Context: an optimization exercise on an open-source flow, tuned for small area, a short achievable clock period and few clock cycles. The choices shown serve that exercise and are no tape-out recipe.
Only simulation tests tie the RTL to the original design; equivalence was not proved.
Power figures rest on the tool's default switching activity, not on a simulated workload.

Setup of rev 12:
==> flow/design.v (excerpt) <==
module dither_core (
    input  wire        clk,
    input  wire        rst,             
    input  wire        start,
    input  wire [1:0]  cfg_mode,        
    input  wire        cfg_invert,
    input  wire        cfg_frame,
    input  wire        cfg_pack,        
    input  wire [7:0]  cfg_threshold,
    input  wire [15:0] cfg_width,
    input  wire [15:0] cfg_height,
    output reg         busy,
    output reg         done,
    output reg         error,
    input  wire        in_valid,
    output reg         in_ready,
    input  wire [15:0] in_data,
    output reg         out_valid,
    input  wire        out_ready,
    output reg  [7:0]  out_data,
    output reg         out_last
);
Size: ~3800 cells after synthesis, ~2000 flip-flops, roughly 80 I/O pins.
==> flow/config.mk <==
export PLATFORM = sky130hd
export DESIGN_NAME = dither_core
export DESIGN_NICKNAME = dither_core
export VERILOG_FILES = /design/flow/design.v
export SDC_FILE = /design/flow/constraint.sdc
export NUM_CORES = 8
export LEC_CHECK = 0
export CAP_MARGIN = 20
export CORE_MARGIN = 2
export CORE_UTILIZATION = 50
export CTS_CLUSTER_DIAMETER = 80
export CTS_CLUSTER_SIZE = 25
export PLACE_DENSITY = 0.65
export SLEW_MARGIN = 20
==> flow/constraint.sdc <==
create_clock -name core_clock -period 24.0 [get_ports {clk}]
set_input_delay 4.8000 -clock core_clock [delete_from_list [all_inputs] [get_ports {clk}]]
set_output_delay 4.8000 -clock core_clock [all_outputs]
set_load 0.01 [all_outputs]
standard.sh (not shown) runs the stock make flow with config.mk's settings and CLKGATE_MAP_FILE= SYNTH_SCRIPT=/design/flow/synth_recipe.tcl, a recipe that flattens the netlist after the stock synthesis.
==> flow/flow/run.sh <==
#!/bin/bash
# Own layout flow: the standard synthesis and ORFS steps, with the timing
# repair asked to keep a setup margin (the clock and constraints are the standard flow's).
set -euo pipefail
bash standard.sh synth > synth.log 2>&1
bash standard.sh SETUP_SLACK_MARGIN=18.6 "BUFFER_PORTS_ARGS=-buffer_cell sky130_fd_sc_hd__buf_2" finish > layout.log 2>&1
Testbench counts of rev 12, summed over its fixed seeds: cycles 111,596.
What rev 13 does differently from rev 12 at the input level:
# rev 12
export LEC_CHECK = 0
export CAP_MARGIN = 20
export CORE_MARGIN = 2
export CORE_UTILIZATION = 50
export CTS_CLUSTER_DIAMETER = 80
export CTS_CLUSTER_SIZE = 25
export PLACE_DENSITY = 0.65
export SLEW_MARGIN = 20
create_clock -name core_clock -period 24.0 [get_ports {clk}]
# rev 13
export LEC_CHECK = 0
export CAP_MARGIN = 20
export CORE_MARGIN = 2
export CORE_UTILIZATION = 50
export CTS_BUF_LIST = sky130_fd_sc_hd__clkbuf_8 sky130_fd_sc_hd__clkbuf_16
export CTS_CLUSTER_DIAMETER = 60
export CTS_CLUSTER_SIZE = 20
export PLACE_DENSITY = 0.65
export SLEW_MARGIN = 20
create_clock -name core_clock -period 24.0 [get_ports {clk}]
==> flow/flow/run.sh <==
#!/bin/bash
# Own layout flow: the standard synthesis and ORFS steps, with the timing
# repair asked to keep a setup margin (the clock and constraints are the standard flow's).
set -euo pipefail
bash standard.sh synth > synth.log 2>&1
bash standard.sh SETUP_SLACK_MARGIN=18 "BUFFER_PORTS_ARGS=-buffer_cell sky130_fd_sc_hd__buf_2" finish > layout.log 2>&1
Notes after the runs:
Status: clock-pin slew on the worst setup and hold paths parity (rev 12, rev 13). The transition time at the pin with the least slew margin reported for rev 13 is smaller than that of rev 12 by 0.089 ns. Compared with rev 12, in rev 13 non-filler instance count after layout has remained practically unchanged; power density of the placed cells +about 5%; wire length went down. Taking rev 12 as 1.0, rev 13 lands at 1.2 on count of clock-buffer cells in the layout. Of the two values seen for end point of the critical path, out_data[0] was produced by rev 12 and out_data[5] by rev 13. The higher total placed instance area came out of rev 12. Re HPWL after detailed placement: rev 12 and rev 13 aren't equal, and the higher value belongs to rev 12.

========
build 31:
dither_core, a different RTL version from the one above (not shown whole).
For scale: about 2,000 flip-flops, about 80 I/O pins.
clock: 24.0 ns
lec_check: 0
cap_margin: 20
core_margin: 2
core_utilization: 60
place_density: 0.75
slew_margin: 20
==> flow/flow/run.sh <==
#!/bin/bash
# Own layout flow: the standard synthesis and ORFS steps, with the timing
# repair asked to keep a setup margin (the clock and constraints are the standard flow's).
set -euo pipefail
bash standard.sh synth > synth.log 2>&1
bash standard.sh SETUP_SLACK_MARGIN=18 DONT_BUFFER_PORTS=1 PRE_RESIZE_TCL=$PWD/flow/ports.tcl \
  "CTS_ARGS=-sink_clustering_enable -repair_clock_nets -sink_clustering_size 20 -sink_clustering_max_diameter 60 -dont_use_dummy_load -sink_clustering_buffer sky130_fd_sc_hd__clkbuf_8" \
  finish > layout.log 2>&1
==> flow/flow/ports.tcl <==
# Buffer every port: inputs with the smallest buffer, outputs with a buf_4.
buffer_ports -inputs -buffer_cell sky130_fd_sc_hd__buf_1
buffer_ports -outputs -buffer_cell sky130_fd_sc_hd__buf_4
Testbench counts of build 31, summed over its fixed seeds: cycles 111,708.
Modified inputs, build 2 compared to build 31
-- flow/flow/run.sh --
<<< build 31, line 6
bash standard.sh SETUP_SLACK_MARGIN=18 DONT_BUFFER_PORTS=1 PRE_RESIZE_TCL=$PWD/flow/ports.tcl \
>>> build 2, line 6
bash standard.sh SETUP_SLACK_MARGIN=18 DONT_BUFFER_PORTS=1 PRE_GLOBAL_PLACE_TCL=$PWD/flow/ports.tcl \
-- flow/flow/ports.tcl --
<<< build 31, line 3
buffer_ports -outputs -buffer_cell sky130_fd_sc_hd__buf_4
>>> build 2, line 3
buffer_ports -outputs -buffer_cell sky130_fd_sc_hd__buf_2
Results
Build 2 ended with more total power per unit cell area than build 31. Relative to build 31, area added between synthesis and finish decreased by 0.77 points in build 2. Diff build 31 -> build 2: number of gates resized after CTS shows a reduction of 4; routed wire length per instance did not really move; sequential group share of total power about even. In the tables for build 31 and build 2, final worst-path setup slack reads lower with build 31. The clock power share was comparable across build 31 and build 2. Going from build 31 to build 2, register-to-register slack shrinks by 40 ps. Build 2 ends up with a number of antenna cells inserted that is 1 higher than in build 31.
--- input diff build 2..build 50 ---
-- flow/flow/run.sh --
<<< build 2, line 6
bash standard.sh SETUP_SLACK_MARGIN=18 DONT_BUFFER_PORTS=1 PRE_GLOBAL_PLACE_TCL=$PWD/flow/ports.tcl \
>>> build 50, line 6
bash standard.sh SETUP_SLACK_MARGIN=18 "BUFFER_PORTS_ARGS=-buffer_cell sky130_fd_sc_hd__buf_2" \
removed: flow/flow/ports.tcl
[summary]
Comparing build 2 and build 50, data arrival time at the worst-slack endpoint is lower on build 2.
The uppermost signal routing layer after detailed routing comes out met4 in one run and met5 in the other, namely in build 50 and build 2 respectively.
From build 2 to build 50 the numbers moved as follows: final hold slack went up 9.9 ps; clock buffer count in the final layout now smaller; worst slack at placement went up 150 ps.
Input-level comparison between build 81 and build 50:
-- flow/flow/run.sh --
<<< build 50, line 7
  "CTS_ARGS=-sink_clustering_enable -repair_clock_nets -sink_clustering_size 20 -sink_clustering_max_diameter 60 -dont_use_dummy_load -sink_clustering_buffer sky130_fd_sc_hd__clkbuf_8" \
>>> build 81, line 7
  "CTS_ARGS=-sink_clustering_enable -repair_clock_nets -sink_clustering_size 30 -sink_clustering_max_diameter 45 -dont_use_dummy_load -sink_clustering_buffer sky130_fd_sc_hd__clkbuf_16" \
--- outcome ---
- Build 81 completed every stage of the flow, and the final layout passed the timing, design-rule and antenna checks.
- Between build 50 and build 81, the filler-free cell count of the finished design does not differ in any meaningful way.
- Compared with build 50, in build 81 clock power share rose by 6.4 points, via count rose by 1.2%.
- Diff build 50 -> build 81 | non-clock buffer count | decrease of 5
- | flop-to-flop setup slack | build 81 vs build 50 | worse |
- On worst hold slack, build 50 beats build 81.
- Against build 50, build 81 reports a worst clock skew that is higher.

## re-timing with driven ports
In the flow no input, the clock included, has a driving cell. The finished layouts below were timed again as built, in two steps.
Step 1, drivers: a clkbuf_16 drives clk and a buf_2 each remaining input, both assumed.
Step 2 moves the port delays by t, midway between the first and last clock arrival at a register: inputs arrive t later, outputs are due t later. That takes back most of the time a late clock gives input paths.
a / b / c = ideal / step 1 / step 2; a / b = the first two.
run	shift t [ns]	setup slack, ns	worst setup path after step 2
rev 12	0.750	17.956 / 17.895 / 17.389	input to register
rev 13	0.778	17.925 / 17.858 / 17.322	input to register
build 31	0.681	17.987 / 17.917 / 17.822	input to register
build 2	0.692	18.146 / 18.079 / 17.918	input to register
build 50	0.683	18.037 / 17.972 / 17.810	input to register
build 81	0.731	17.993 / 17.925 / 17.805	input to register
After both steps setup and hold are still met in every run listed. For rev 13, which loses most, drivers alone change the setup slack by -0.067 ns; drivers and shift together by -0.603 ns.
